Context: an optimization exercise on an open-source flow, tuned for small area, a short achievable clock period and few clock cycles. The choices shown serve that exercise and are no tape-out recipe.
In this exercise RTL edits were held to simulation tests only and were not proved equivalent to the original.
Power is estimated from default activity; no workload was simulated.

`flow/design.v`:
```
module ifsb_crc_rom (
    input  wire [7:0]  addr,
    output wire [15:0] data
);
    wire [7:0] x = addr;
    wire [3:0] y = x[3:0] ^ x[7:4];
    assign data[0]  = y[0];
    assign data[1]  = y[1];
    assign data[2]  = y[2];
    assign data[3]  = y[3] ^ x[0];
    assign data[4]  = x[1];
    assign data[5]  = x[2];
    assign data[6]  = x[3];
    assign data[7]  = y[0];
    assign data[8]  = y[1] ^ x[0];
    assign data[9]  = y[2] ^ x[1];
    assign data[10] = y[3] ^ x[2];
    assign data[11] = x[3];
    assign data[12] = y[0];
    assign data[13] = y[1];
    assign data[14] = y[2];
    assign data[15] = y[3];
endmodule
module ifsb_codec (
    input  wire        clk,
    input  wire        rst,
    input  wire        req_valid,
    input  wire [7:0]  req_data,
    output wire        req_ready,
    output wire        dout_valid,
    output wire [7:0]  dout_data,
    input  wire        dout_ready,
    output wire        rsp_valid,
    input  wire        rsp_ready,
    output wire [3:0]  rsp_code,
    output wire        rsp_has_status,
    output wire [7:0]  rsp_status,
    output wire [15:0] rsp_value,
    output wire [7:0]  rsp_consumed,
    output wire [31:0] rsp_info
);
    localparam [3:0] R_OK          = 4'd0;
    localparam [3:0] R_NO_RESPONSE = 4'd1;
    localparam [3:0] R_NOOP        = 4'd2;
    localparam [3:0] R_SYNC_ERR    = 4'd3;
    localparam [3:0] R_TRUNCATED   = 4'd4;
    localparam [3:0] R_LEN_ERR     = 4'd5;
    localparam [3:0] R_CRC_ERR     = 4'd6;
    localparam [3:0] R_ENC_ERR     = 4'd7;
    localparam [3:0] R_ILLEGAL_OP  = 4'd11;
    localparam [15:0] K_FC = 16'h3DE3;    
    reg  [1:0]  hc;         
    reg         hv;         
    reg  [2:0]  op;
    reg         bad;        
    reg  [7:0]  cmd;
    reg  [7:0]  rem;        
    reg         dmode;      
    reg         rr;         
    reg  [7:0]  abuf;       
    reg         dv;         
    reg         anew;       
    reg  [7:0]  bbuf;       
    reg         bv;
    reg  [15:0] acc;        
    reg  [15:0] crc_reg;    
    reg s_idle, s_rsp;
    reg s_elen, s_ecmd, s_edata, s_elo, s_ehi, s_eend;
    reg s_crc, s_drain;
    reg s_pb0, s_pb1, s_pb2, s_pdata, s_plo, s_phi, s_pchk, s_pdone;
    reg go_q;               
    reg abort;              
    reg  [3:0]  r_code;
    reg         r_hs;
    reg  [7:0]  r_status;
    reg  [7:0]  r_cons;
    reg  [15:0] r_info;     
    wire fire   = req_valid & rr;
    wire dfire  = fire & dmode;
    wire hfire  = fire & ~dmode;
    wire afree  = ~dv | dout_ready;
    wire rem1   = (rem == 8'd1);
    wire remz   = (rem == 8'd0);
    wire cmdz   = (cmd == 8'd0);
    wire [15:0] rom_q;
    ifsb_crc_rom u_rom (
        .addr (acc[7:0] ^ abuf),
        .data (rom_q)
    );
    wire [15:0] step_out = {8'h00, acc[15:8]} ^ rom_q;
    wire [15:0] acc_now  = anew ? step_out : acc;
    wire hdr_last  = hfire & (hc == 2'd3);
    wire exec_free = s_idle | (s_rsp & rsp_ready);
    wire go        = (hv | hdr_last) & exec_free;
    wire op_is1    = (op == 3'd1);
    wire pre_ill   = bad |
                     ((op == 3'd0) & ~(cmdz & remz)) |
                     (op_is1 & ~remz) |
                     (((op == 3'd2) | (op == 3'd4)) & ~cmdz);
    wire op_crc    = ~pre_ill & ((op == 3'd0) | op_is1 | (op == 3'd2));
    wire op_enc    = ~pre_ill & (op == 3'd3);
    wire enc_err   = op_enc & (rem > 8'd250);
    wire op_encok  = op_enc & ~enc_err;
    wire op_parse  = ~pre_ill & (op == 3'd4);
    wire rsv1_bad  = (req_data != 8'h00);
    wire run       = ~abort;        
    wire init      = go_q & run;    
    wire outbyte   = s_edata | s_pdata;
    wire s_ptrunc  = s_pb1 | s_pb2 | s_pdata | s_plo | s_phi;   
    wire pend      = ~dmode;                                       
    wire d_zero    = (req_data == 8'h00);
    wire d_sync    = (req_data == 8'hFC);
    wire d_short   = (req_data < 8'd5);
    wire [7:0] cons_m3 = r_cons - 8'd3;
    wire last_pay  = (r_info[7:0] == 8'd5);
    wire len5      = last_pay;
    wire crc_match = (r_info == acc);
    wire pb0_fire  = s_pb0 & dfire;
    wire pb1_fire  = s_pb1 & dfire;
    wire pb2_fire  = s_pb2 & dfire;
    wire pd_fire   = s_pdata & dfire;
    wire plo_fire  = s_plo & dfire;
    wire phi_fire  = s_phi & dfire;
    wire p_noresp  = s_pb0 & pend;
    wire p_trunc   = s_ptrunc & pend;
    wire p_noop    = pb0_fire & d_zero;
    wire p_sync    = pb0_fire & ~d_zero & ~d_sync;
    wire p_lenerr  = pb1_fire & d_short;
    wire p_check   = s_pchk & ~anew & ~bv;
    wire p_ok      = p_check & crc_match;
    wire p_crcerr  = p_check & ~crc_match;
    wire p_done_n  = s_pdone & pend & ~bv & ~dv;
    wire e_len     = s_elen & afree;
    wire e_cmd     = s_ecmd & afree;
    wire e_last    = s_edata & dfire & rem1;
    wire e_lo      = s_elo & afree & ~bv;
    wire e_hi      = s_ehi & afree;
    wire e_end     = s_eend & dout_ready;
    wire c_end     = s_crc & pend & ~anew & ~go_q;
    wire dr_end    = s_drain & pend;
    wire rsp_done  = s_rsp & rsp_ready;
    wire rsp_raise = run & (e_end | c_end | dr_end | p_done_n);
    wire err_end   = p_done_n & (r_code == R_CRC_ERR);
    wire err_st    = s_pdone & (r_code == R_CRC_ERR);
    wire b_ld      = ~bv & ~s_rsp;
    wire [7:0] bbuf_d = outbyte ? req_data : ({8{err_st}} & acc[7:0]);
    wire bv_n     = bv ? ~afree : (dfire & outbyte & ~afree);
    wire hv_n     = ~go & (hv | hdr_last);
    wire s_elen_n = go ? op_encok : (s_elen & ~afree & run);
    wire s_ecmd_n = ~go & run & (e_len | (s_ecmd & ~afree));
    wire dmode_n  = go ? (op_encok | ~remz) :
                    (e_cmd & run) ? ~remz :
                    (dfire & rem1) ? 1'b0 : dmode;
    wire rr_n     = dmode_n ? (~bv_n & ~s_elen_n & ~s_ecmd_n) : ~hv_n;
    wire a_req  = dfire & ((outbyte & afree) | s_crc | s_pb0 | s_pb1 | s_pb2);
    wire a_b    = bv & afree;
    wire a_fc   = go & op_encok;
    wire a_len  = e_len;
    wire a_cmd  = e_cmd | (init & s_crc & op_is1);
    wire a_lo   = e_lo;
    wire a_hi   = e_hi | err_end;
    wire hc3    = (hc == 2'd3);
    wire al_p0  = (bv & ~dv) | (~dv & (s_elen | s_ecmd | (s_elo & ~bv) | s_ehi)) |
                  (go_q & s_crc & op_is1 & run) |
                  (run & ((s_crc & pend & ~anew & ~go_q) | (s_drain & pend) |
                          (s_pdone & pend & ~bv & ~dv))) |
                  (hv & s_idle & op_encok);
    wire al_p1  = rr & dmode & ((outbyte & ~dv) | s_crc | s_pb0 | s_pb1 | s_pb2);
    wire al_p1i = rr & ~dmode & hc3 & s_idle & op_encok;
    wire al_p2  = bv | s_elen | s_ecmd | (s_elo & ~bv) | s_ehi | (s_eend & run);
    wire al_p3  = rr & dmode & outbyte;
    wire al_p4  = hv & s_rsp & op_encok;
    wire al_p5  = rr & ~dmode & hc3 & s_rsp & op_encok;
    wire a_ld   = al_p0 | (req_valid & (al_p1 | al_p1i)) | (dout_ready & al_p2) |
                  (req_valid & dout_ready & al_p3) | (rsp_ready & al_p4) |
                  (req_valid & rsp_ready & al_p5);
    wire [7:0] len_byte = rem + 8'd5;
    wire sel_req = dmode & ~bv & (outbyte | s_crc | s_pb0 | s_pb1 | s_pb2);
    wire sel_fc  = s_idle | s_rsp;
    wire sel_cmd = s_ecmd | (go_q & s_crc & op_is1);
    wire sel_lo  = s_elo & ~bv;
    wire sel_hi  = s_ehi | (err_st & ~bv);
    wire [7:0] abuf_d = ({8{sel_req}} & req_data) |
                        ({8{bv}}      & bbuf) |
                        ({8{sel_fc}}  & 8'hFC) |
                        ({8{s_elen}}  & len_byte) |
                        ({8{sel_cmd}} & cmd) |
                        ({8{sel_lo}}  & acc_now[7:0]) |
                        ({8{sel_hi}}  & acc[15:8]);
    wire dv_set  = (a_req & outbyte) | a_b | (a_fc & ~(hdr_last & rsv1_bad)) |
                   a_len | e_cmd | a_lo | e_hi;
    wire dv_d    = run & (dv_set | (dv & ~dout_ready));
    wire anew_d  = run & (a_req | a_b | a_fc | a_len | a_cmd);
    wire acc_fc   = init & s_elen;
    wire acc_crc  = init & s_crc & op_is1;
    wire acc_ld   = go_q | p_done_n | anew;
    wire acc_stp  = ~go_q & ~p_done_n;
    wire [15:0] acc_d = ({16{acc_crc}} & crc_reg) |
                        ({16{acc_fc}}  & K_FC) |
                        ({16{acc_stp}} & step_out);
    wire crc_ld   = c_end;              
    wire code_ld  = go | abort | (s_pb0 & pend) | p_trunc | (pb0_fire & ~d_sync) |
                    p_lenerr | p_crcerr;
    wire [3:0] code_d = abort    ? R_ILLEGAL_OP :
                        s_pb0    ? (~dmode ? R_NO_RESPONSE : d_zero ? R_NOOP : R_SYNC_ERR) :
                        s_pb1    ? (~dmode ? R_TRUNCATED : R_LEN_ERR) :
                        s_ptrunc ? R_TRUNCATED :
                        s_pchk   ? R_CRC_ERR :
                        pre_ill  ? R_ILLEGAL_OP :
                        enc_err  ? R_ENC_ERR : R_OK;
    wire hs_ld    = go_q | p_noop | p_ok;
    wire hs_d     = run & (p_noop | p_ok);
    wire st_req   = pb2_fire;
    wire st_clr   = go_q | p_trunc | p_crcerr;
    wire [7:0] status_d = {8{s_pb2 & dmode}} & req_data;
    wire cons_clr = go_q;
    wire cons_inc = pb0_fire | pb1_fire | pb2_fire | pd_fire | plo_fire | phi_fire;
    wire [7:0] cons_d = cons_clr ? {7'd0, pb0_fire & run} : (r_cons + 8'd1);
    wire i_req_lo = run & (pb0_fire | pb1_fire | plo_fire);
    wire i_req_hi = phi_fire;
    wire i_n      = init & s_drain & (r_code == R_ENC_ERR);
    wire i_got    = s_pdata & pend;
    wire i_clr    = go_q | abort | p_ok | p_noresp | p_trunc;
    wire i_dec    = run & (pb2_fire | pd_fire);
    wire i_lo_ld  = i_req_lo | i_dec | i_clr;
    wire i_hi_ld  = i_req_hi | i_clr;
    wire i_sel_lo = run & dmode & (s_pb0 | s_pb1 | s_plo);
    wire i_sel_hi = dmode & s_phi;
    wire i_sel_dec = dmode & (s_pb2 | s_pdata);
    wire [7:0] info_lo_d = ({8{i_sel_lo}} & req_data) |
                           ({8{i_sel_dec}} & (r_info[7:0] - 8'd1)) |
                           ({8{i_n}}      & rem) |
                           ({8{i_got}}    & cons_m3) |
                           {7'd0, s_phi & pend};
    wire [7:0] info_hi_d = ({8{i_sel_hi}} & req_data) |
                           {6'd0, (s_pdata | s_plo | s_phi) & pend,
                                  (s_pb2 | s_plo | s_phi) & pend};
    always @(posedge clk) begin
        if (rst) begin
            hc      <= 2'd0;
            hv      <= 1'b0;
            dmode   <= 1'b0;
            rr      <= 1'b1;
            dv      <= 1'b0;
            anew    <= 1'b0;
            bv      <= 1'b0;
            crc_reg <= 16'h0000;
            go_q    <= 1'b0;
            abort   <= 1'b0;
            s_idle  <= 1'b1;
            s_rsp   <= 1'b0;
            s_elen  <= 1'b0;  s_ecmd  <= 1'b0;  s_edata <= 1'b0;
            s_elo   <= 1'b0;  s_ehi   <= 1'b0;  s_eend  <= 1'b0;
            s_crc   <= 1'b0;  s_drain <= 1'b0;
            s_pb0   <= 1'b0;  s_pb1   <= 1'b0;  s_pb2   <= 1'b0;
            s_pdata <= 1'b0;  s_plo   <= 1'b0;  s_phi   <= 1'b0;
            s_pchk  <= 1'b0;  s_pdone <= 1'b0;
        end else begin
            dmode <= dmode_n;
            hv    <= hv_n;
            bv    <= bv_n;
            rr    <= rr_n;
            dv    <= dv_d;
            anew  <= anew_d;
            go_q  <= go;
            abort <= go & ~hv & ~pre_ill & rsv1_bad;
            if (crc_ld)
                crc_reg <= acc;
            s_idle  <= go ? 1'b0 : (s_idle | rsp_done);
            s_rsp   <= (~go & run & s_rsp & ~rsp_ready) | rsp_raise;
            s_elen  <= s_elen_n;
            s_ecmd  <= s_ecmd_n;
            s_edata <= run & ((e_cmd & ~remz) | (s_edata & ~e_last));
            s_elo   <= (e_cmd & remz) | e_last | (s_elo & ~e_lo);
            s_ehi   <= e_lo | (s_ehi & ~e_hi);
            s_eend  <= e_hi | (s_eend & ~e_end);
            s_crc   <= (go & op_crc) | (s_crc & ~c_end & run);
            s_drain <= (go & (pre_ill | enc_err)) | abort | (s_drain & ~pend);
            s_pb0   <= (go & op_parse) | (s_pb0 & ~pend & ~dfire & run);
            s_pb1   <= run & ((pb0_fire & d_sync) | (s_pb1 & ~pend & ~dfire));
            s_pb2   <= (pb1_fire & ~d_short) | (s_pb2 & ~pend & ~dfire);
            s_pdata <= (pb2_fire & ~len5) | (s_pdata & ~pend & ~(dfire & last_pay));
            s_plo   <= (pb2_fire & len5) | (pd_fire & last_pay) | (s_plo & ~pend & ~dfire);
            s_phi   <= plo_fire | (s_phi & ~pend & ~dfire);
            s_pchk  <= phi_fire | (s_pchk & ~p_check);
            s_pdone <= run & (p_noresp | p_trunc | p_noop | p_sync | p_lenerr | p_check |
                              (s_pdone & ~p_done_n));
        end
        if (hfire) begin
            hc <= hc + 2'd1;
            if (hc == 2'd0) begin
                op  <= req_data[2:0];
                bad <= (req_data[7:3] != 5'd0) |
                       (req_data[2] & (req_data[1] | req_data[0]));
            end
            if (hc == 2'd1)
                cmd <= req_data;
            if (hc == 2'd3)
                bad <= bad | rsv1_bad;
        end
        if (hfire & (hc == 2'd2))
            rem <= req_data;
        else if (dfire)
            rem <= rem - 8'd1;
        if (rst)
            hc <= 2'd0;
        if (b_ld)
            bbuf <= bbuf_d;
        if (a_ld)
            abuf <= abuf_d;
        if (acc_ld)
            acc <= acc_d;
        if (code_ld)
            r_code <= code_d;
        if (hs_ld)
            r_hs <= hs_d;
        if (st_req | st_clr)
            r_status <= status_d;
        if (cons_clr | cons_inc)
            r_cons <= cons_d;
        if (i_lo_ld)
            r_info[7:0] <= info_lo_d;
        if (i_hi_ld)
            r_info[15:8] <= info_hi_d;
    end
    assign req_ready      = rr;
    assign dout_valid     = dv;
    assign dout_data      = abuf;
    assign rsp_valid      = s_rsp;
    assign rsp_code       = r_code;
    assign rsp_has_status = r_hs;
    assign rsp_status     = r_status;
    assign rsp_value      = acc;
    assign rsp_consumed   = r_cons;
    assign rsp_info       = {abuf, bbuf, r_info};
endmodule
```
`flow/flow/run.sh`:
```
#!/bin/bash
set -euo pipefail
bash standard.sh SETUP_SLACK_MARGIN=6.8 \
  "BUFFER_PORTS_ARGS=-buffer_cell sky130_fd_sc_hd__buf_1" \
  finish > standard_flow.log 2>&1
```
`flow/standard.sh`:
```
#!/bin/bash
# synth_recipe.tcl (not shown) runs the flow's synth.tcl, then flattens the netlist and writes it again
# the make line also repeats each setting of config.mk as NAME=value (left out here)
make -C /OpenROAD-flow-scripts/flow DESIGN_CONFIG=/design/flow/config.mk WORK_HOME=/design/flow/orfs CLKGATE_MAP_FILE= SYNTH_SCRIPT=/design/flow/synth_recipe.tcl "${@:-finish}"
```
`flow/config.mk`:
```
export PLATFORM = sky130hd
export DESIGN_NAME = ifsb_codec
export DESIGN_NICKNAME = ifsb_codec
export VERILOG_FILES = /design/flow/design.v
export SDC_FILE = /design/flow/constraint.sdc
export NUM_CORES = 4
export LEC_CHECK = 0
export CAP_MARGIN = 20
export CORE_MARGIN = 2
export CORE_UTILIZATION = 40
export SLEW_MARGIN = 20
```
`flow/constraint.sdc`:
```
create_clock -name core_clock -period 10.0 [get_ports {clk}]
set_input_delay 2.0000 -clock core_clock [delete_from_list [all_inputs] [get_ports {clk}]]
set_output_delay 2.0000 -clock core_clock [all_outputs]
set_load 0.01 [all_outputs]
```
==> results of run 1 <==
report_power, final:
| group | internal (uW) | switching (uW) |
|---|---|---|
| clock network | 381 | 256 |
| registers | 591 | 9.57 |
| logic | 16.3 | 32.2 |
| total | 989 | 298 |
synthesized netlist by cell type, types with 3 or more instances:
master,n
edfxtp_1,89
nand2_1,86
nor2_1,53
a21oi_1,52
dfxtp_1,44
xor2_1,39
clkbuf_1,33
xnor2_1,30
nor3_1,21
o21ai_0,21
a221o_1,20
nand3_1,20
and3_1,18
inv_1,17
a22o_1,14
ha_1,12
nor4_1,12
buf_4,11
a221oi_1,8
a31oi_1,8
nor2b_1,8
nand4_1,7
o22ai_1,7
nand2b_1,6
a21o_1,5
a22oi_1,5
and2_1,5
or2_2,5
a211oi_1,3
clkbuf_8,3
nand3b_1,3
nor3b_1,3
o2111ai_1,3
or3_1,3
cell type report:
type / count / area, sq um / share of cell area
Sequential cell: 133 / 3550 / 0.421
Multi-Input combinational cell: 518 / 3400 / 0.403
Timing Repair Buffer: 115 / 529 / 0.0628
Clock buffer: 20 / 489 / 0.0580
Tap cell: 229 / 287 / 0.0340
Clock inverter: 12 / 113 / 0.0134
Inverter: 17 / 63.8 / 0.00757
final timing paths:
| check | from | end | slack, ps | cells past startpoint |
|---|---|---|---|---|
| hold reg to reg | crc_reg[1] | crc_reg[1] | 460 | 2 |
| hold / removal | crc_reg[1] | crc_reg[1] | 460 | 2 |
| setup / recovery | acc[6] | rsp_value[6] | 6830 | 1 |
| setup reg to reg | bv | acc[3] | 7050 | 3 |
per-stage QoR:
stage | total power, uW | setup slack [ps] | hold slack (ps) | utilization
4_1_cts | 1290 | 6800 | 456 | 0.465
5_1_grt | 1320 | 6780 | 469 | 0.473
3_3_place_gp | 657 | 6170 | 443 | 0.429
2_1_floorplan | 641 | 6730 | 429 | -
6_report | 1290 | 6830 | 455 | 0.473
3_5_place_dp | 658 | 6140 | 448 | 0.429
placed cells by master, fill, tap and decap left out, types with 10 or more instances in the layout:
cell,n
a21oi_1,51
a221o_1,20
a22o_1,14
and3_1,16
buf_1,83
buf_4,23
clkbuf_16,19
dfxtp_1,44
edfxtp_1,89
ha_1,12
inv_1,17
nand2_1,83
nand3_1,18
nor2_1,52
nor3_1,20
nor4_1,10
o21ai_0,21
xnor2_1,30
xor2_1,39
metal layers:
metal	vias to the layer above	global-route usage	wire (um)
met4	0	0.0773	440
met5	-	0	0
met2	244	0.356	10300
met1	2901	0.311	9730
li1	2802	-	-
met3	35	0.0533	1360
kinds of logic after synthesis:
kind of cell,synth area share
adders and majority gates,0.0209
buffers and inverters,0.0466
xor gates and xnor gates,0.0862
and+or+nand+nor,0.189
AOI/OAI and AO/OA,0.160
muxes,0.00434
DFF,0.493
repair_timing:
action / CTS / global route
pin swaps: 1 / 0
gates resized for setup: 8 / 10
endpoints found under the setup margin: 10 / 32
buffers inserted: 5 / 14
gates cloned: 0 / 0
==> impl_metrics.ini, run 1 <==
[synth]
synth_top_area_frac = 0.371
yosys_warnings = 1
ys_seq_area_frac = 0.493
ys_types = 68
synth.avg_cell_area_sq_um = 10.0
synth-edff-count = 89
synth.net_count = 743
synthCells = 718
yosys.area.top_type = edfxtp_1
synth-seq-cells = 133
synth-main-ff-cell = edfxtp_1
async_flop_share = 0
yosys-top-cells-area = edfxtp_1, dfxtp_1, xor2_1
mappedNetlistArea_sq_um = 7200

[route]
detail-route-antenna-nets = 0
drtIter0Drc = 529
dr.pass1.iters = 5
routed_via_density = 5.73
routedWlPerCell_um = 20.9
drc = 0
wl_um = 21800
vias = 5982

[layout]
area_growth_syn_to_layout_pct = 17.1
final_cells = 1044
fillCellCount = 1741
fin_area_sq_um = 8430
drive_above_1_share = 0.126
antenna_cells = 0
nNetsFinal = 827

[critical_path]
end_kind = primary output
crit_fanout = 6
critPathTopFamily = flip-flops
cp.required_ps = 8000
cpPeakStageDelay_ps = 550
worstSetupPathType = reg2out
cpMaxStageDelayCell = edfxtp_1
cp-start-kind = flip-flop
path_buf_inv = 1
crit_arrival_ps = 1170
crit_chain = buf_1

[grt]
track_usage = 0.227
overflow = 0
antenna_found_initial = 0
grt_pass1_wl_um = 33200
grt_pass1_vias = 5584
grt_start_max_net_pins = 40

[timing]
max_slew_margin = 0.370
clock_skew_ps = 8.64
setup_tns_ps = 0
setup_viol = 0
fin_crit_sh = 0.317
rsz0062_at_grt = false
worst_pin_slew_ps = 945
max_freq_ghz = 0.316
hold_violations = 0
fin_crit_ps = 3170
drv_slew = 0

[die]
die_height_um = 138
die_area_sq_um = 19100
io_pins = 93
die_w_um = 138
coreArea_sq_um = 17800
start_util = 0.404
rows = 49

[clock_tree]
cts_tree = done
clk_latency_ps = 430
ctsHoldBuffers = 0
cts.clk_slew.worst_paths_ps = 60
cts_buffers = 17
clock-sinks = 133
htree_levels = 4
cts_root_buf = clkbuf_16
clk_path_buf_depth = 2

[job]
cap_violations = 0

[power]
static-leakage-power_uw = 0.00296
vdd_drop_max_v = 0.000112
power_density_nw_per_um2 = 153

[placement]
place_area_sq_um = 7640
io_buffers = 92
dpl.cell_count = 993
place.gp.congestion = 0.927
hpwl_um = 15500

[status]
status = finished clean

[hold_path]
hold_path.class = reg2reg
Testbench counts, summed over its fixed seeds: cycles 72,419.
==> run 2: changes to the inputs <==
--- a/flow/flow/run.sh
+++ b/flow/flow/run.sh
@@ -4,2 +4,3 @@
   "BUFFER_PORTS_ARGS=-buffer_cell sky130_fd_sc_hd__buf_1" \
+  "CTS_BUF_LIST=sky130_fd_sc_hd__clkbuf_4 sky130_fd_sc_hd__clkbuf_8" \
   finish > standard_flow.log 2>&1
==> impl_metrics.ini, run 2 <==
[layout]
layout_common_cells = edfxtp_1, buf_1, nand2_1, nor2_1, a21oi_1
antenna_cells = 0
final_common_cell = edfxtp_1
nNetsFinal = 841
fin_util = 0.467
drive_above_1_share = 0.135
area_growth_syn_to_layout_pct = 15.7
fillCellCount = 1741

[grt]
grt_pass1_vias = 5659
track_usage = 0.230
grt_start_max_net_pins = 40
overflow = 0
grt_pass1_wl_um = 33700
antenna_found_initial = 0

[critical_path]
crit_fanout = 11
cp.required_ps = 10170
r2r_end = acc[5]
rrSetupSlack_ps = 7050
worstSetupPathType = in2reg
end_kind = flip-flop
crit_arrival_ps = 3330
reg2reg_from = bv
cp-start-kind = input pin
worstRegToRegCells = 3

[clock_tree]
clk_path_buf_depth = 2
htree_levels = 4
cts_tree = done
cts_buffers = 17
ctsHoldBuffers = 0
clk_latency_ps = 480
clock-sinks = 133
cts.clk_slew.worst_paths_ps = 80
cts_root_buf = clkbuf_8

[timing]
max_slew_margin = 0.393
rsz0062_at_grt = false
fin_crit_sh = 0.316
max_freq_ghz = 0.316
drv_slew = 0
fin_crit_ps = 3160
clock_skew_ps = 13.8
setup_tns_ps = 0
worst_pin_slew_ps = 911
hold_violations = 0
setup_viol = 0

[placement]
hpwl_um = 15500
io_buffers = 92
place.gp.congestion = 0.927

[synth]
synth.avg_cell_area_sq_um = 10.0
synth-main-ff-cell = edfxtp_1
synth-seq-cells = 133
yosys.area.top_type = edfxtp_1
synthCells = 718
synth-edff-count = 89
synth.net_count = 743
synth_most_common_cell = edfxtp_1
ys_seq_area_frac = 0.493
async_flop_share = 0
synth_common_cells = edfxtp_1, nand2_1, nor2_1
ys_types = 68
yosys_warnings = 1
yosys-top-cells-area = edfxtp_1, dfxtp_1, xor2_1
mappedNetlistArea_sq_um = 7200
synth_top_area_frac = 0.371

[power]
pwr-share-seq = 0.523
p_clk_frac = 0.434
vdd_drop_max_v = 0.0000769
p_comb_frac = 0.043
power_density_nw_per_um2 = 137
p_sw_uw = 282
p_int_uw = 862
swShare = 0.247
static-leakage-power_uw = 0.00291

[hold_path]
holdPathEnd = crc_reg[1]
hold_path.class = reg2reg
hold_path.startpoint = crc_reg[1]
holdPathStages = 2

[die]
start_util = 0.404
die_area_sq_um = 19100
coreArea_sq_um = 17800
io_pins = 93
rows = 49
die_height_um = 138
die_w_um = 138

[route]
detail-route-antenna-nets = 0
drc = 0
dr.pass1.iters = 5
drtIter0Drc = 626
routedWlPerCell_um = 20.7
wl_um = 21900
routed_via_density = 5.78
vias = 6118

[status]
status = finished clean

[job]
cap_violations = 0
run 2: metrics by stage:
| stage | worst slack, ps | cell area, sq um | hold slack (ps) | total power, uW | cells |
|---|---|---|---|---|---|
| after CTS | 6800 | 8220 | 459 | 1150 | 1045 |
| after global placement | 6170 | 7640 | 443 | 657 | 993 |
| after floorplan | 6730 | 7270 | 429 | 641 | 718 |
| final | 6840 | 8330 | 458 | 1140 | 1058 |
| after detailed placement | 6140 | 7640 | 448 | 658 | 993 |
| after global routing | 6800 | 8330 | 472 | 1180 | 1058 |
run 2: per-layer routing:
metal,global-route usage,vias up,part of all wire
li1,-,2830,-
met1,0.315,2986,0.45
met2,0.363,254,0.46
met3,0.0461,48,0.063
met4,0.0886,0,0.028
met5,0,-,0
run 2: power by group through the flow:
stage                     clock network [uW]  logic, uW  registers, uW
after detailed placement                   0       45.6            612
after global routing                     525       53.4            600
final                                    497       49.0            599
after CTS                                502       47.8            599
after floorplan                            0       32.4            608
after global placement                     0       45.0            612
run 2: what timing repair did:
| action | CTS | global route |
|---|---|---|
| buffers inserted | 20 | 13 |
| setup endpoints to repair | 25 | 19 |
| resized for setup | 6 | 5 |
| endpoints found under the hold margin | 0 | 0 |
| pin swaps | 0 | 1 |
run 2: how the worst max path moves through the flow:
stage / from / endpoint / slack [ps] / cells past startpoint
detailed placement: req_data[2] / r_code[2] / 6140 / 6
floorplan: req_valid / rr / 6730 / 7
global placement: req_data[2] / r_code[2] / 6170 / 6
CTS: r_info[4] / rsp_info[4] / 6800 / 1
global route: r_cons[4] / rsp_consumed[4] / 6800 / 1
finish: req_data[2] / r_code[2] / 6840 / 6
run 2: kinds of logic (layout without fill, tap and decap cells):
kind of cell,count (synthesis),after routing,share of synthesized area
adder cells (fa/ha/maj),12,12,0.0209
buffers and inverters,67,178,0.0466
AO/OA/AOI/OAI,164,164,0.160
flip-flops,133,133,0.493
multiplexers,3,3,0.00434
XOR/XNOR,70,70,0.0862
AND/OR/NAND/NOR,269,269,0.189
run 2: critical path, stage by stage:
cell and delay [ps]:
buf_2 280, nand4_1 160, nor4_2 280, o22ai_1 150, a21oi_1 190, nand3_1 250
run 2: layout make-up:
| class | instances | area [sq um] | area share |
|---|---|---|---|
| inverter | 17 | 63.8 | 0.00766 |
| timing repair buffer | 129 | 633 | 0.0760 |
| clock inverter | 14 | 173 | 0.0207 |
| multi-input combinational | 518 | 3370 | 0.405 |
| sequential | 133 | 3550 | 0.427 |
| clock buffer | 18 | 248 | 0.0297 |
| tap | 229 | 287 | 0.0344 |
==> run 3: changes to the inputs <==
--- a/flow/design.v
+++ b/flow/design.v
@@ -90,3 +90,3 @@
     wire [15:0] step_out = {8'h00, acc[15:8]} ^ rom_q;
-    wire [15:0] acc_now  = anew ? step_out : acc;
+    wire        crc_hold = s_elo & ~bv & dv & ~dout_ready;
     wire hdr_last  = hfire & (hc == 2'd3);
@@ -187,3 +187,3 @@
                         ({8{sel_cmd}} & cmd) |
-                        ({8{sel_lo}}  & acc_now[7:0]) |
+                        ({8{sel_lo}}  & step_out[7:0]) |
                         ({8{sel_hi}}  & acc[15:8]);
@@ -192,6 +192,6 @@
     wire dv_d    = run & (dv_set | (dv & ~dout_ready));
-    wire anew_d  = run & (a_req | a_b | a_fc | a_len | a_cmd);
+    wire anew_d  = run & (a_req | a_b | a_fc | a_len | a_cmd | (anew & crc_hold));
     wire acc_fc   = init & s_elen;
     wire acc_crc  = init & s_crc & op_is1;
-    wire acc_ld   = go_q | p_done_n | anew;
+    wire acc_ld   = go_q | p_done_n | (anew & ~crc_hold);
     wire acc_stp  = ~go_q & ~p_done_n;
==> flow/flow/run.sh (replaced) <==
#!/bin/bash
set -euo pipefail
bash standard.sh SETUP_SLACK_MARGIN=6.8 \
  "BUFFER_PORTS_ARGS=-buffer_cell sky130_fd_sc_hd__buf_2" \
  finish > standard_flow.log 2>&1
==> impl_metrics.ini, run 3 <==
[clock_tree]
cts_buffers = 17
clk_latency_ps = 440
clock-sinks = 133
clk_path_buf_depth = 2
cts_root_buf = clkbuf_16
ctsHoldBuffers = 0
htree_levels = 4
cts_tree = done
cts.clk_slew.worst_paths_ps = 60

[route]
detail-route-antenna-nets = 0
dr.pass1.iters = 7
wl_met1_um = 9370
drc = 0
met2_wirelength_um = 10600
wl_um = 22400
routedWlPerCell_um = 22.0
drtIter0Drc = 792
routed_via_density = 6.10
route.met3.wl_um = 1900
vias = 6219
top_layer = met4

[layout]
multiInputGateArea_sq_um = 3330
nNetsFinal = 806
final_common_cell = buf_2
fin_area_sq_um = 8350
seq_area_sq_um = 3550
area_growth_syn_to_layout_pct = 16.9
fillCellCount = 1636
drive_above_1_share = 0.193
layout_common_cells = buf_2, edfxtp_1, nand2_1, a21oi_1, nor2_1
fin_util = 0.481
antenna_cells = 0

[synth]
yosys-top-cells-area = edfxtp_1, dfxtp_1, xnor2_1
synth_common_cells = edfxtp_1, nand2_1, a21oi_1
synthCells = 716
yosys.area.top_type = edfxtp_1
synth.avg_cell_area_sq_um = 9.97
yosys_warnings = 1
synth.net_count = 741
synth-edff-count = 89
mappedNetlistArea_sq_um = 7140
ys_seq_area_frac = 0.498
synth-seq-cells = 133
synth_most_common_cell = edfxtp_1
synth-main-ff-cell = edfxtp_1
async_flop_share = 0
ys_types = 69
synth_top_area_frac = 0.374

[timing]
fin_crit_ps = 3180
hold_violations = 0
rsz0062_at_grt = false
clock_skew_ps = 11.7
worst_pin_slew_ps = 914
setup_tns_ps = 0
drv_slew = 0
max_slew_margin = 0.390
setup_viol = 0
fin_crit_sh = 0.318
max_freq_ghz = 0.314

[status]
status = finished clean

[critical_path]
crit_fanout = 5
endpoint = rsp_value[13]
r2r_end = abuf[6]
crit_arrival_ps = 1180
reg2reg_from = rem[0]
cpPeakStageDelay_ps = 540
rrSetupSlack_ps = 7140
cp.required_ps = 8000
crit_chain = buf_2
path_buf_inv = 1
worstRegToRegCells = 7
cpMaxStageDelayCell = edfxtp_1
cp-start-kind = flip-flop
worstSetupPathType = reg2out
critPathTopFamily = flip-flops
critPathLaunch = acc[13]
end_kind = primary output
path_depth = 1

[grt]
overflow = 0
grt_pass1_wl_um = 33900
grt_start_max_net_pins = 42
grt_pass1_vias = 5776
antenna_found_initial = 0
track_usage = 0.240

[die]
io_pins = 93
start_util = 0.411
rows = 48
coreArea_sq_um = 17400
die_area_sq_um = 18900
die_w_um = 138
die_height_um = 138

[power]
power_density_nw_per_um2 = 152
static-leakage-power_uw = 0.00314
vdd_drop_max_v = 0.000127
power.total_uw = 1270

[placement]
io_buffers = 92
hpwl_um = 16100
place_area_sq_um = 7670
place.gp.congestion = 0.918

[hold_path]
hold_path.class = reg2reg

[job]
cap_violations = 0
==> run 3: changes by cell type after synthesis, sizes merged, moves of 6 or more <==
cell	delta
a221o	-9
a222oi	+6
nand2	-8
nand3	-6
o21ai	+8
xnor2	+6
xor2	-6
==> run 3: final cells by class <==
class                   count  area share
multi-input cells         508       0.399
flip-flops and latches    133       0.426
inverters                  22     0.00989
clock inverters            13      0.0177
repair buffers             99      0.0618
clock buffers              19      0.0519
well taps                 225      0.0337
==> run 3: through the flow <==
stage / cells / setup WS (ps) / hold WS (ps)
2_1_floorplan: 716 / 6780 / 436
3_3_place_gp: 982 / 6300 / 441
3_5_place_dp: 982 / 6320 / 447
4_1_cts: 1017 / 6800 / 456
5_1_grt: 1019 / 6800 / 490
6_report: 1019 / 6820 / 455
==> run 3: logic make-up (layout without fill, tap and decap cells) <==
kind of cell	count (synthesis)	count (layout)	share of synthesized area
compound gates	176	176	0.170
xor+xnor	70	70	0.0859
fa+ha+maj	12	12	0.0210
buf+inv	75	153	0.0471
flops	133	133	0.498
mux	2	2	0.00280
simple gates	248	248	0.175
==> run 3: worst min path at each step <==
stage                 from           to  cells past startpoint
2_1_floorplan  crc_reg[14]  crc_reg[14]                      2
3_3_place_gp    crc_reg[6]   crc_reg[6]                      2
3_5_place_dp    crc_reg[2]   crc_reg[2]                      2
4_1_cts         crc_reg[2]   crc_reg[2]                      2
5_1_grt         crc_reg[7]   crc_reg[7]                      2
6_report        crc_reg[9]   crc_reg[9]                      2
==> run 3: per-layer routing <==
layer / up-vias / GRT usage
met5: - / 0
met4: 0 / 0.0785
met3: 52 / 0.0482
met2: 372 / 0.383
met1: 3016 / 0.328
li1: 2779 / -
==> run 3: power breakdown <==
part	switching, uW	total (uW)	leakage, uW	internal [uW]
clock	254	624	0.000283	370
sequential	8.15	598	0.00120	590
combinational	33.6	48.5	0.00166	14.9
total	296	1270	0.00314	975
==> run 3: repair_timing <==
action                     CTS  global route
setup buffers                3             2
pin swaps                    0             0
setup endpoints to repair   12            31
resized for setup            2             7
Testbench counts of run 3, summed over its fixed seeds: cycles 72,419.
==> run 4: changes to the inputs <==
==> flow/flow/run.sh (replaced) <==
#!/bin/bash
set -euo pipefail
bash standard.sh SETUP_SLACK_MARGIN=6.9 \
  "BUFFER_PORTS_ARGS=-buffer_cell sky130_fd_sc_hd__buf_1" \
  finish > standard_flow.log 2>&1
==> impl_metrics.ini, run 4 <==
[synth]
ys_types = 69
ys_seq_area_frac = 0.498
synth.net_count = 741
yosys_warnings = 1
synth_top_area_frac = 0.374
synth_top_family_by_area = simple AND/OR/NAND/NOR gates
synth_common_cells = edfxtp_1, nand2_1, a21oi_1
synth-main-ff-cell = edfxtp_1
yosys.area.top_type = edfxtp_1
synth-seq-cells = 133
synth.avg_cell_area_sq_um = 9.97
async_flop_share = 0
synth_fa_ha_area_frac = 0.0210
mappedNetlistArea_sq_um = 7140
synthCells = 716
yosys-top-cells-area = edfxtp_1, dfxtp_1, xnor2_1
synth.area.mux_share = 0.00280
synth-edff-count = 89
synth_most_common_cell = edfxtp_1
yosys.area_share.simple = 0.175
synth-xor-area-share = 0.0859
synth_compound_area_frac = 0.170

[layout]
final_common_cell = edfxtp_1
fillCellCount = 1569
multiInputGateArea_sq_um = 3360
layout_common_cells = edfxtp_1, buf_1, nand2_1, a21oi_1, nor2_1
seq_area_sq_um = 3550
area_growth_syn_to_layout_pct = 20.7
nNetsFinal = 838
drive_above_1_share = 0.133
antenna_cells = 0

[grt]
track_usage = 0.246
grt_pass1_vias = 6017
grt_start_max_net_pins = 42
grt_pass1_wl_um = 34600
overflow = 0
antenna_found_initial = 0

[critical_path]
crit_fanout = 6
path_buf_inv = 1
cpPeakStageDelay_ps = 460
end_kind = primary output
worstRegToRegCells = 7
crit_chain = buf_1
cp.required_ps = 8000
crit_arrival_ps = 1080
worstSetupPathType = reg2out
cpMaxStageDelayCell = dfxtp_1
path_depth = 1
critPathTopFamily = flip-flops
cp-start-kind = flip-flop

[clock_tree]
htree_levels = 4
clock-sinks = 133
cts_tree = done
cts_buffers = 17
clk_path_buf_depth = 2
cts_root_buf = clkbuf_16
clk_latency_ps = 430
cts.clk_slew.worst_paths_ps = 60
ctsHoldBuffers = 0

[timing]
setup_tns_ps = 0
drv_slew = 0
max_freq_ghz = 0.325
rsz0062_at_grt = true
max_slew_margin = 0.378
fin_ws_ps = 6920
clock_skew_ps = 9.92
worst_pin_slew_ps = 933
fin_crit_sh = 0.308
setup_viol = 0
fin_crit_ps = 3080
hold_violations = 0

[die]
start_util = 0.411
die_w_um = 138
rows = 48
die_height_um = 138
io_pins = 93
die_area_sq_um = 18900
coreArea_sq_um = 17400

[power]
power_density_nw_per_um2 = 159
power.total_uw = 1370
vdd_drop_max_v = 0.000122
static-leakage-power_uw = 0.00310

[route]
detail-route-antenna-nets = 0
vias = 6319
drc = 0
drtIter0Drc = 824
routedWlPerCell_um = 22.0
dr.pass1.iters = 8
routed_via_density = 6.01
wl_um = 23100

[job]
cap_violations = 0

[hold_path]
holdPathStages = 2
hold_path.class = reg2reg

[placement]
dp_slack_ps = 6190
place.gp.congestion = 0.917
hpwl_um = 16300
io_buffers = 92

[status]
status = finished clean
run 4: cell types whose count changed in the layout (fill, tap and decap cells not counted), sizes merged:
cell,previous run,this run
clkinv,6,5
clkbuf,20,23
buf,98,129
bufinv,2,5
inv,26,22
run 4: routing by layer:
metal  up-vias  part of all wire  track usage
li1       2839                 -            -
met1      3046              0.41        0.330
met2       377              0.47        0.388
met3        57             0.092       0.0552
met4         0             0.027       0.0934
met5         -                 0            0
run 4: worst paths after layout:
kind	slack, ps	start	to
worst min-delay path	460	crc_reg[9]	crc_reg[9]
worst min register to register	460	crc_reg[9]	crc_reg[9]
worst max register to register	7010	rem[0]	abuf[5]
worst max-delay path	6920	s_rsp	rsp_valid
run 4: area by class of cell:
| cell class | instances | area share |
|---|---|---|
| flip-flops and latches | 133 | 0.413 |
| multi-input cells | 508 | 0.390 |
| repair buffers | 131 | 0.0757 |
| clock buffers | 21 | 0.0572 |
| well taps | 225 | 0.0327 |
| clock inverters | 11 | 0.0224 |
| inverters | 22 | 0.00958 |
run 4: cell families (layout without fill, tap and decap cells):
group                      after synthesis  after routing
AOI/OAI and AO/OA                      176            176
xor gates and xnor gates                70             70
adders and majority gates               12             12
buffers and inverters                   75            185
DFF                                    133            133
muxes                                    2              2
and+or+nand+nor                        248            248
run 4: what timing repair did:
| item | in CTS | in global routing |
|---|---|---|
| resized for setup | 13 | 7 |
| pin swaps | 1 | 3 |
| buffers inserted | 28 | 8 |
| setup endpoints to repair | 70 | 51 |
run 4: stage by stage:
| stage | hold WS, ps | cell area [sq um] | util | cells |
|---|---|---|---|---|
| after detailed placement | 449 | 7600 | 0.438 | 983 |
| after global placement | 442 | 7600 | 0.438 | 983 |
| final | 456 | 8620 | 0.496 | 1051 |
| after floorplan | 436 | 7250 | - | 716 |
| after CTS | 458 | 8530 | 0.492 | 1043 |
| after global routing | 480 | 8620 | 0.496 | 1051 |
run 4: where the power goes:
group	internal, uW	switching, uW
sequential	590	7.89
combinational	15.6	34.4
clock	479	246
total	1080	288
==> run 5: changes to the inputs <==
==> flow/flow/run.sh (replaced) <==
#!/bin/bash
set -euo pipefail
bash standard.sh SETUP_SLACK_MARGIN=6.75 \
  "BUFFER_PORTS_ARGS=-buffer_cell sky130_fd_sc_hd__buf_1" \
  finish > standard_flow.log 2>&1
==> impl_metrics.ini, run 5 <==
[clock_tree]
htree_levels = 4
clk_path_buf_depth = 2
ctsHoldBuffers = 0
cts_buffers = 17
cts_root_buf = clkbuf_16
clk_latency_ps = 430
clock-sinks = 133
cts_tree = done
cts.clk_slew.worst_paths_ps = 60

[timing]
setup_tns_ps = 0
whs_ps = 460
rsz0062_at_grt = false
setup_viol = 0
worst_pin_slew_ps = 915
fin_crit_sh = 0.320
clock_skew_ps = 11.7
max_freq_ghz = 0.312
max_slew_margin = 0.385
drv_slew = 0
hold_violations = 0
fin_crit_ps = 3200

[synth]
ys_types = 69
synth_common_cells = edfxtp_1, nand2_1, a21oi_1
ys_seq_area_frac = 0.498
synth.net_count = 741
async_flop_share = 0
yosys-top-cells-area = edfxtp_1, dfxtp_1, xnor2_1
yosys.area.top_type = edfxtp_1
synth_most_common_cell = edfxtp_1
yosys_warnings = 1
synth-main-ff-cell = edfxtp_1
synthCells = 716
synth-seq-cells = 133
synth.avg_cell_area_sq_um = 9.97
mappedNetlistArea_sq_um = 7140
synth-edff-count = 89
synth_top_area_frac = 0.374

[die]
die_area_sq_um = 18900
start_util = 0.411
die_height_um = 138
rows = 48
io_pins = 93
coreArea_sq_um = 17400
die_w_um = 138

[critical_path]
worstSetupPathType = reg2out
cpPeakStageDelay_ps = 570
crit_chain = buf_1
critPathTopFamily = flip-flops
cpMaxStageDelayCell = edfxtp_1
cp.required_ps = 8000
end_kind = primary output
crit_arrival_ps = 1200
path_buf_inv = 1
cp-start-kind = flip-flop
crit_fanout = 6

[route]
drc = 0
wl_um = 22300
drtIter0Drc = 729
vias = 6110
detail-route-antenna-nets = 0
routedWlPerCell_um = 21.9
dr.pass1.iters = 6
routed_via_density = 5.99

[power]
power.total_uw = 1260
vdd_drop_max_v = 0.000118
pwr-share-seq = 0.476
p_sw_uw = 286
power_density_nw_per_um2 = 153
p_int_uw = 973
p_clk_frac = 0.487
p_comb_frac = 0.037
static-leakage-power_uw = 0.00287
swShare = 0.227

[layout]
area_growth_syn_to_layout_pct = 15.2
layout_common_cells = edfxtp_1, buf_1, nand2_1, a21oi_1, nor2_1
antenna_cells = 0
drive_above_1_share = 0.0881
nNetsFinal = 807
final_common_cell = edfxtp_1

[grt]
grt_pass1_wl_um = 33800
track_usage = 0.240
grt_start_max_net_pins = 42
antenna_found_initial = 0
overflow = 0
grt_pass1_vias = 5722

[hold_path]
hold_path.class = reg2reg

[status]
status = finished clean

[placement]
hpwl_um = 16300
io_buffers = 92
place.gp.congestion = 0.948

[job]
cap_violations = 0
==> run 5: path summary, 6_finish.rpt <==
kind,slack [ps],start,end,cells after the start
worst min register to register,460,crc_reg[2],crc_reg[2],2
worst max register to register,7040,rem[0],abuf[1],7
worst max-delay path,6800,acc[15],rsp_value[15],1
worst min-delay path,460,crc_reg[2],crc_reg[2],2
==> run 5: timing repair <==
item / in CTS / in global routing
resized for setup: 6 / 10
cloned: 0 / 0
endpoints found under the hold margin: 0 / 0
setup endpoints to repair: 16 / 45
pin swaps: 0 / 2
buffers inserted: 0 / 5
==> run 5: layout make-up <==
| class | count | area [sq um] |
|---|---|---|
| repair buffers | 100 | 418 |
| clock buffers | 21 | 482 |
| clock inverters | 11 | 100 |
| multi-input cells | 508 | 3310 |
| well taps | 225 | 282 |
| flip-flops and latches | 133 | 3550 |
| fillers | 1602 | 9130 |
| inverters | 22 | 82.6 |
==> run 5: kinds of logic (layout without fill, tap and decap cells) <==
kind of cell,count (synthesis),count (layout),synth area share
compound gates,176,176,0.170
xor+xnor,70,70,0.0859
fa+ha+maj,12,12,0.0210
buf+inv,75,154,0.0471
flops,133,133,0.498
mux,2,2,0.00280
simple gates,248,248,0.175
==> run 5: power groups by stage <==
stage / clock network [uW] / registers (uW) / logic [uW]
floorplan: 0 / 607 / 29.8
global placement: 0 / 610 / 43.0
detailed placement: 0 / 610 / 44.2
CTS: 614 / 599 / 45.1
global route: 637 / 600 / 51.4
finish: 613 / 599 / 47.0
==> run 5: metal layers <==
layer | GRT usage | part of all wire | vias to the layer above
met5 | 0 | 0 | -
met4 | 0.0779 | 0.027 | 0
met3 | 0.0408 | 0.077 | 57
met2 | 0.383 | 0.47 | 320
met1 | 0.331 | 0.43 | 2966
li1 | - | - | 2767
==> run 5: through the flow <==
| step | cells | setup WS [ps] | area, sq um | util |
|---|---|---|---|---|
| detailed placement | 983 | 6120 | 7560 | 0.435 |
| global route | 1020 | 6750 | 8230 | 0.474 |
| floorplan | 716 | 6750 | 7160 | - |
| finish | 1020 | 6800 | 8230 | 0.474 |
| CTS | 1015 | 6750 | 8160 | 0.470 |
| global placement | 983 | 6190 | 7560 | 0.435 |
==> run 6: changes to the inputs <==
==> flow/flow/run.sh (replaced) <==
#!/bin/bash
set -euo pipefail
bash standard.sh SETUP_SLACK_MARGIN=6.85 \
  "BUFFER_PORTS_ARGS=-buffer_cell sky130_fd_sc_hd__buf_1" \
  finish > standard_flow.log 2>&1
==> impl_metrics.ini, run 6 <==
[status]
status = finished clean

[synth]
yosys.area.top_type = edfxtp_1
synth-xor-area-share = 0.0859
yosys-top-cells-area = edfxtp_1, dfxtp_1, xnor2_1
synth.net_count = 741
synth_top_family_by_area = simple AND/OR/NAND/NOR gates
synth-seq-cells = 133
ys_types = 69
synth_common_cells = edfxtp_1, nand2_1, a21oi_1
synth_top_area_frac = 0.374
synth.avg_cell_area_sq_um = 9.97
async_flop_share = 0
ys_seq_area_frac = 0.498
mappedNetlistArea_sq_um = 7140
synth_compound_area_frac = 0.170
synthCells = 716
yosys_warnings = 1
synth.area.mux_share = 0.00280
yosys.area_share.simple = 0.175
synth-main-ff-cell = edfxtp_1
synth_fa_ha_area_frac = 0.0210
synth-edff-count = 89
synth_most_common_cell = edfxtp_1

[critical_path]
crit_fanout = 5
cp-start-kind = flip-flop
reg2reg_from = acc[8]
path_buf_inv = 1
worstSetupPathType = reg2out
end_kind = primary output
crit_chain = buf_1
r2r_end = r_info[11]
critPathTopFamily = flip-flops
cp.required_ps = 8000
worstRegToRegCells = 6
cpPeakStageDelay_ps = 510
rrSetupSlack_ps = 7230
cpMaxStageDelayCell = edfxtp_1
crit_arrival_ps = 1120

[placement]
place.gp.congestion = 0.936
io_buffers = 92
place_area_sq_um = 7580
hpwl_um = 16100

[hold_path]
holdPathEnd = crc_reg[12]
hold_path.class = reg2reg
hold_path.startpoint = crc_reg[12]
holdPathStages = 2

[power]
power_density_nw_per_um2 = 152
static-leakage-power_uw = 0.00304
vdd_drop_max_v = 0.000129
power.total_uw = 1300

[timing]
max_freq_ghz = 0.321
fin_crit_sh = 0.312
worst_pin_slew_ps = 980
rsz0062_at_grt = false
hold_violations = 0
clock_skew_ps = 8.01
max_slew_margin = 0.347
drv_slew = 0
setup_tns_ps = 0
whs_ps = 457
setup_viol = 0
fin_crit_ps = 3120

[clock_tree]
clk_path_buf_depth = 2
cts_buffers = 17
htree_levels = 4
clk_latency_ps = 430
cts.clk_slew.worst_paths_ps = 60
ctsHoldBuffers = 0
cts_root_buf = clkbuf_16
clock-sinks = 133
cts_tree = done

[die]
rows = 48
start_util = 0.411
coreArea_sq_um = 17400
io_pins = 93
die_area_sq_um = 18900
die_w_um = 138
die_height_um = 138

[layout]
drive_above_1_share = 0.120
fin_util = 0.491
nNetsFinal = 833
area_growth_syn_to_layout_pct = 19.3
fin_area_sq_um = 8520
final_common_cell = edfxtp_1
fillCellCount = 1603
layout_common_cells = edfxtp_1, buf_1, nand2_1, a21oi_1, nor2_1
antenna_cells = 0

[route]
routedWlPerCell_um = 21.6
wl_um = 22600
detail-route-antenna-nets = 0
vias = 6183
dr.pass1.iters = 6
drtIter0Drc = 1073
routed_via_density = 5.92
drc = 0

[grt]
grt_start_max_net_pins = 42
antenna_found_initial = 0
grt_pass1_vias = 5732
track_usage = 0.246
grt_pass1_wl_um = 34400
overflow = 0

[job]
cap_violations = 0
-- run 6: cell counts after synthesis --
No cell type changed its count.
-- run 6: layout make-up --
type / count / area, sq um / area share
tap: 225 / 282 / 0.0330
inverter: 22 / 82.6 / 0.00969
sequential: 133 / 3550 / 0.417
multi-input combinational: 508 / 3370 / 0.395
clock buffer: 22 / 518 / 0.0608
timing repair buffer: 126 / 624 / 0.0733
clock inverter: 8 / 92.6 / 0.0109
-- run 6: layer usage --
layer | wire (um) | track usage | vias to the layer above | share of wire
li1 | - | - | 2822 | -
met1 | 9440 | 0.343 | 2949 | 0.42
met2 | 10500 | 0.378 | 350 | 0.47
met3 | 2030 | 0.0533 | 62 | 0.090
met4 | 596 | 0.0825 | 0 | 0.026
met5 | 0 | 0 | - | 0
-- run 6: stage by stage --
| stage | setup WS, ps | cells |
|---|---|---|
| floorplan | 6800 | 716 |
| global placement | 6260 | 983 |
| detailed placement | 6190 | 983 |
| CTS | 6850 | 1025 |
| global route | 6850 | 1044 |
| finish | 6880 | 1044 |
-- run 6: timing repair --
item / CTS / global route
pin swaps: 0 / 3
resized for setup: 11 / 10
setup endpoints to repair: 45 / 74
gates cloned: 0 / 0
setup buffers: 12 / 19
-- run 6: cells by family (layout without fill, tap and decap cells) --
kind of cell             count (synthesis)  after routing
AO/OA/AOI/OAI                          176            176
adder cells (fa/ha/maj)                 12             12
flip-flops                             133            133
multiplexers                             2              2
AND/OR/NAND/NOR                        248            248
buffers and inverters                   75            178
XOR/XNOR                                70             70
-- run 6: worst min-delay path: cells and delay by family (launching register included) --
| kind | cells | cell delay [ps] |
|---|---|---|
| compound gates | 1 | 50 |
| flops | 1 | 310 |
| simple gates | 1 | 50 |
-- run 6: power breakdown --
part | switching (uW) | total, uW | internal, uW
registers | 7.76 | 598 | 590
clock network | 238 | 650 | 413
logic | 34.2 | 49.6 | 15.5
total | 280 | 1300 | 1020
-- run 6: worst max path at each step --
stage	start	endpoint	slack, ps	cells after the start
global route	req_data[2]	r_code[0]	6850	6
CTS	acc[7]	rsp_value[7]	6850	1
finish	acc[6]	rsp_value[6]	6880	1
global placement	req_data[6]	r_hs	6260	6
floorplan	req_valid	abuf[0]	6800	5
detailed placement	req_data[4]	r_hs	6190	6
==> run 7: changes to the inputs <==
==> flow/flow/run.sh (replaced) <==
#!/bin/bash
set -euo pipefail
bash standard.sh SETUP_SLACK_MARGIN=6.8 \
  "BUFFER_PORTS_ARGS=-buffer_cell sky130_fd_sc_hd__buf_1" \
  "CTS_BUF_LIST=sky130_fd_sc_hd__clkbuf_8" \
  finish > standard_flow.log 2>&1
==> impl_metrics.ini, run 7 <==
[clock_tree]
clk_path_buf_depth = 2
clk_latency_ps = 470
cts_root_buf = clkbuf_8
cts.clk_slew.worst_paths_ps = 80
ctsHoldBuffers = 0
clock-sinks = 133
cts_tree = done
cts_buffers = 17
htree_levels = 4

[timing]
fin_ws_ps = 6830
clock_skew_ps = 15.7
setup_tns_ps = 0
rsz0062_at_grt = false
hold_violations = 0
fin_crit_sh = 0.317
drv_slew = 0
whs_ps = 456
max_slew_margin = 0.368
worst_pin_slew_ps = 939
max_freq_ghz = 0.316
fin_crit_ps = 3170
setup_viol = 0

[power]
vdd_drop_max_v = 0.0000876
power_density_nw_per_um2 = 137
static-leakage-power_uw = 0.00293
power.total_uw = 1120

[synth]
async_flop_share = 0
synth_common_cells = edfxtp_1, nand2_1, a21oi_1
synth-edff-count = 89
synth-seq-cells = 133
mappedNetlistArea_sq_um = 7140
yosys-top-cells-area = edfxtp_1, dfxtp_1, xnor2_1
ys_seq_area_frac = 0.498
yosys_warnings = 1
synthCells = 716
yosys.area.top_type = edfxtp_1
synth_top_area_frac = 0.374
synth_most_common_cell = edfxtp_1
synth.net_count = 741
synth-main-ff-cell = edfxtp_1
ys_types = 69
synth.avg_cell_area_sq_um = 9.97

[route]
wl_um = 22600
vias = 6238
drtIter0Drc = 828
detail-route-antenna-nets = 0
routedWlPerCell_um = 21.7
drc = 0
dr.pass1.iters = 7
routed_via_density = 6.00

[grt]
use_met3 = 0.0589
grtUsageMet1 = 0.328
grt_pass1_wl_um = 33700
track_usage = 0.241
gr-max-usage-layer = met2
grt_start_max_net_pins = 42
antenna_found_initial = 0
grt_pass1_vias = 5670
grt_util_met2 = 0.385
overflow = 0

[layout]
seq_area_sq_um = 3550
nNetsFinal = 827
antenna_cells = 0
fillCellCount = 1622
area_growth_syn_to_layout_pct = 15.2
layout_common_cells = edfxtp_1, buf_1, nand2_1, a21oi_1, nor2_1
final_common_cell = edfxtp_1
multiInputGateArea_sq_um = 3330
drive_above_1_share = 0.108

[placement]
dp_slack_ps = 6130
io_buffers = 92
place.gp.congestion = 0.933
hpwl_um = 16400

[die]
die_w_um = 138
die_height_um = 138
rows = 48
io_pins = 93
coreArea_sq_um = 17400
die_area_sq_um = 18900
start_util = 0.411

[critical_path]
crit_chain = buf_1 > nor3_2 > nand2_1 > nor4_4 > buf_4 > a311o_1 > o221ai_1
cp-start-kind = input pin
critPathTopFamily = simple AND/OR/NAND/NOR gates
cpMaxStageDelayCell = nor3_2
end_kind = flip-flop
worstSetupPathType = in2reg
cp.required_ps = 10200
crit_arrival_ps = 3360
crit_fanout = 9
cpPeakStageDelay_ps = 290
path_buf_inv = 2

[status]
status = finished clean

[hold_path]
hold_path.class = reg2reg

[job]
cap_violations = 0
[run 7: cell types whose count changed in the layout (fill, tap and decap cells not counted), moves of 3 or more]
cell / previous run / this run
clkbuf_2: 1 / 4
buf_4: 33 / 28
clkbuf_16: 20 / 0
inv_1: 22 / 27
clkbuf_8: 1 / 17
buf_2: 8 / 4
[run 7: metrics by stage]
stage | instance area [sq um] | utilization | cells
after CTS | 8080 | 0.465 | 1027
after global routing | 8220 | 0.474 | 1040
final | 8220 | 0.474 | 1040
after floorplan | 7170 | - | 716
after global placement | 7560 | 0.436 | 983
after detailed placement | 7560 | 0.436 | 983
[run 7: final timing paths]
kind / from / endpoint / slack (ps) / depth (start not counted)
max: req_data[6] / r_code[0] / 6830 / 7
min: crc_reg[0] / crc_reg[0] / 460 / 2
max reg2reg: rem[0] / abuf[2] / 7070 / 7
min reg2reg: crc_reg[0] / crc_reg[0] / 460 / 2
[run 7: logic make-up after synthesis]
kind of cell               after synthesis  synth area share
AOI/OAI and AO/OA                      176             0.170
xor gates and xnor gates                70            0.0859
adders and majority gates               12            0.0210
buffers and inverters                   75            0.0471
DFF                                    133             0.498
muxes                                    2           0.00280
and+or+nand+nor                        248             0.175
[run 7: report_power, final]
| part | total (uW) | internal [uW] | switching [uW] |
|---|---|---|---|
| sequential | 598 | 589 | 8.04 |
| combinational | 47.9 | 14.9 | 33.0 |
| clock | 478 | 265 | 212 |
| total | 1120 | 870 | 253 |
[run 7: metal layers]
layer / vias up / wire length, um
li1: 2818 / -
met5: - / 0
met1: 3048 / 9550
met4: 0 / 425
met2: 326 / 10600
met3: 46 / 2000
[run 7: repair_timing]
item | CTS | global route
setup buffers | 12 | 13
gates resized for setup | 6 | 10
setup endpoints to repair | 28 | 40
pin swaps | 0 | 3
[run 7: layout make-up]
type,instances,area share
multi-input combinational,508,0.405
inverter,22,0.0100
clock buffer,17,0.0285
sequential,133,0.432
timing repair buffer,120,0.0688
clock inverter,15,0.0212
tap,225,0.0342
[run 7: worst reg2reg max path, cell delays in order (launching register included)]
cell       delay, ps
edfxtp_1         620
inv_1            180
ha_1             230
nand2b_1         150
a2111oi_2        810
nor4b_1          130
a21oi_1          260
o2111ai_4        250
==> run 8: changes to the inputs <==
==> flow/flow/run.sh (replaced) <==
#!/bin/bash
set -euo pipefail
bash standard.sh SETUP_SLACK_MARGIN=6.8 \
  "BUFFER_PORTS_ARGS=-buffer_cell sky130_fd_sc_hd__buf_1" \
  finish > standard_flow.log 2>&1
==> impl_metrics.ini, run 8 <==
[status]
status = finished clean

[synth]
mappedNetlistArea_sq_um = 7140
synth-seq-cells = 133
yosys_warnings = 1
synth.avg_cell_area_sq_um = 9.97
synth-main-ff-cell = edfxtp_1
synth.net_count = 741
yosys-top-cells-area = edfxtp_1, dfxtp_1, xnor2_1
synth_most_common_cell = edfxtp_1
synth_common_cells = edfxtp_1, nand2_1, a21oi_1
ys_types = 69
synth-edff-count = 89
async_flop_share = 0
synth_top_area_frac = 0.374
yosys.area.top_type = edfxtp_1
ys_seq_area_frac = 0.498
synthCells = 716

[placement]
dp_slack_ps = 6130
dpl.cell_count = 983
hpwl_um = 16400
place_area_sq_um = 7560
place.gp.congestion = 0.933
io_buffers = 92

[critical_path]
cp-start-kind = flip-flop
cpPeakStageDelay_ps = 560
crit_fanout = 5
worstSetupPathType = reg2out
critPathTopFamily = flip-flops
crit_arrival_ps = 1170
crit_chain = buf_1
cpMaxStageDelayCell = edfxtp_1
end_kind = primary output
cp.required_ps = 8000
path_buf_inv = 1

[route]
vias = 6171
routed_via_density = 6.03
wl_um = 22300
drtIter0Drc = 770
drc = 0
detail-route-antenna-nets = 0
dr.pass1.iters = 7
routedWlPerCell_um = 21.8

[timing]
drv_slew = 0
setup_viol = 0
worst_pin_slew_ps = 1020
clock_skew_ps = 9.86
fin_crit_sh = 0.317
fin_ws_ps = 6830
fin_crit_ps = 3170
whs_ps = 455
hold_violations = 0
max_freq_ghz = 0.315
setup_tns_ps = 0
rsz0062_at_grt = false
max_slew_margin = 0.317

[clock_tree]
clock-sinks = 133
clk_latency_ps = 420
cts.clk_slew.worst_paths_ps = 60
cts_buffers = 17
cts_root_buf = clkbuf_16
cts_tree = done
htree_levels = 4
clk_path_buf_depth = 2
ctsHoldBuffers = 0

[power]
power_density_nw_per_um2 = 151
vdd_drop_max_v = 0.000116
static-leakage-power_uw = 0.00292

[layout]
nNetsFinal = 810
area_growth_syn_to_layout_pct = 16.0
fillCellCount = 1608
fin_area_sq_um = 8280
multiInputGateArea_sq_um = 3350
drive_above_1_share = 0.0915
final_common_cell = edfxtp_1
layout_common_cells = edfxtp_1, buf_1, nand2_1, a21oi_1, nor2_1
antenna_cells = 0
final_cells = 1023
seq_area_sq_um = 3550

[die]
die_area_sq_um = 18900
io_pins = 93
coreArea_sq_um = 17400
rows = 48
die_height_um = 138
die_w_um = 138
start_util = 0.411

[grt]
grt_pass1_vias = 5655
track_usage = 0.240
antenna_found_initial = 0
grt_pass1_wl_um = 33600
grt_start_max_net_pins = 42
overflow = 0

[hold_path]
hold_path.class = reg2reg

[job]
cap_violations = 0
-- run 8: changes by cell type in the layout (fill, tap and decap cells not counted), moves of 4 or more --
cell and change:
bufinv_16 -4, clkbuf_1 +5, clkbuf_16 +21, buf_4 -17, clkbuf_8 -17, inv_1 -5
-- run 8: final cells by class --
type                       count  share of cell area
timing repair buffer         103              0.0533
clock inverter                 6             0.00423
inverter                      22             0.00997
tap                          225              0.0340
sequential                   133               0.429
multi-input combinational    508               0.404
clock buffer                  26              0.0657
-- run 8: through the flow --
step           power [uW]  utilization
2_1_floorplan         637            -
3_3_place_gp          653        0.436
3_5_place_dp          655        0.436
4_1_cts              1260        0.470
5_1_grt              1290        0.477
6_report             1250        0.477
-- run 8: final timing paths --
check                  start            to  slack (ps)  cells past startpoint
setup / recovery      acc[6]  rsp_value[6]        6830                      1
hold / removal    crc_reg[0]    crc_reg[0]         450                      2
setup reg to reg      rem[0]       abuf[5]        7020                      7
hold reg to reg   crc_reg[0]    crc_reg[0]         450                      2
-- run 8: what timing repair did --
| item | CTS | global route |
|---|---|---|
| buffers inserted | 0 | 8 |
| setup endpoints to repair | 18 | 45 |
| gates resized for setup | 8 | 13 |
| pin swaps | 0 | 3 |
-- run 8: cells by family (layout without fill, tap and decap cells) --
group | after synthesis | in the layout | synth area share
mux | 2 | 2 | 0.00280
flops | 133 | 133 | 0.498
simple gates | 248 | 248 | 0.175
fa+ha+maj | 12 | 12 | 0.0210
xor+xnor | 70 | 70 | 0.0859
buf+inv | 75 | 157 | 0.0471
compound gates | 176 | 176 | 0.170
-- run 8: report_power, final --
part | internal [uW] | switching, uW
combinational | 14.7 | 32.5
sequential | 590 | 8.56
clock | 375 | 233
-- run 8: routing by layer --
layer	GRT usage	routed length [um]	part of all wire	up-vias
met3	0.0489	1860	0.083	41
met4	0.0739	396	0.018	0
met1	0.328	9550	0.43	3031
met2	0.384	10500	0.47	320
li1	-	-	-	2779
met5	0	0	0	-

==> port drivers added, routing unchanged <==
No port has a modelled driver above. Below, the same layouts with a new extraction and two added sets of constraints. Step 1 assumes that a clkbuf_16 drives the clock port and a buf_2 every other input. Step 2, shift: input delay + t, output delay - t, t = (earliest + latest rising clock arrival at the registers) / 2. This alone moves slack from input paths to output paths. a / b / c = ideal / step 1 / step 2; a / b = the first two.
run	t (ns)	setup slack, ns	worst setup path at the end	worst register clock-pin slew, ns	worst data-port slew with drivers (ns)
run 1	0.465	6.831 / 6.790 / 6.435	input to register	0.07 / 0.07	0.04
run 2	0.509	6.838 / 6.813 / 6.344	input to register	0.09 / 0.09	0.04
run 3	0.476	6.817 / 6.774 / 6.396	input to register	0.06 / 0.06	0.04
run 4	0.468	6.921 / 6.880 / 6.488	input to register	0.06 / 0.06	0.04
run 5	0.465	6.799 / 6.757 / 6.394	input to register	0.06 / 0.06	0.03
run 6	0.468	6.880 / 6.835 / 6.455	input to register	0.06 / 0.06	0.04
run 7	0.495	6.835 / 6.803 / 6.351	input to register	0.08 / 0.08	0.03
run 8	0.467	6.827 / 6.780 / 6.442	input to register	0.06 / 0.06	0.03
After both steps every run listed still meets setup and hold. The setup slack of run 2, which loses most, moves by -0.025 ns with the drivers and by -0.494 ns with both steps.
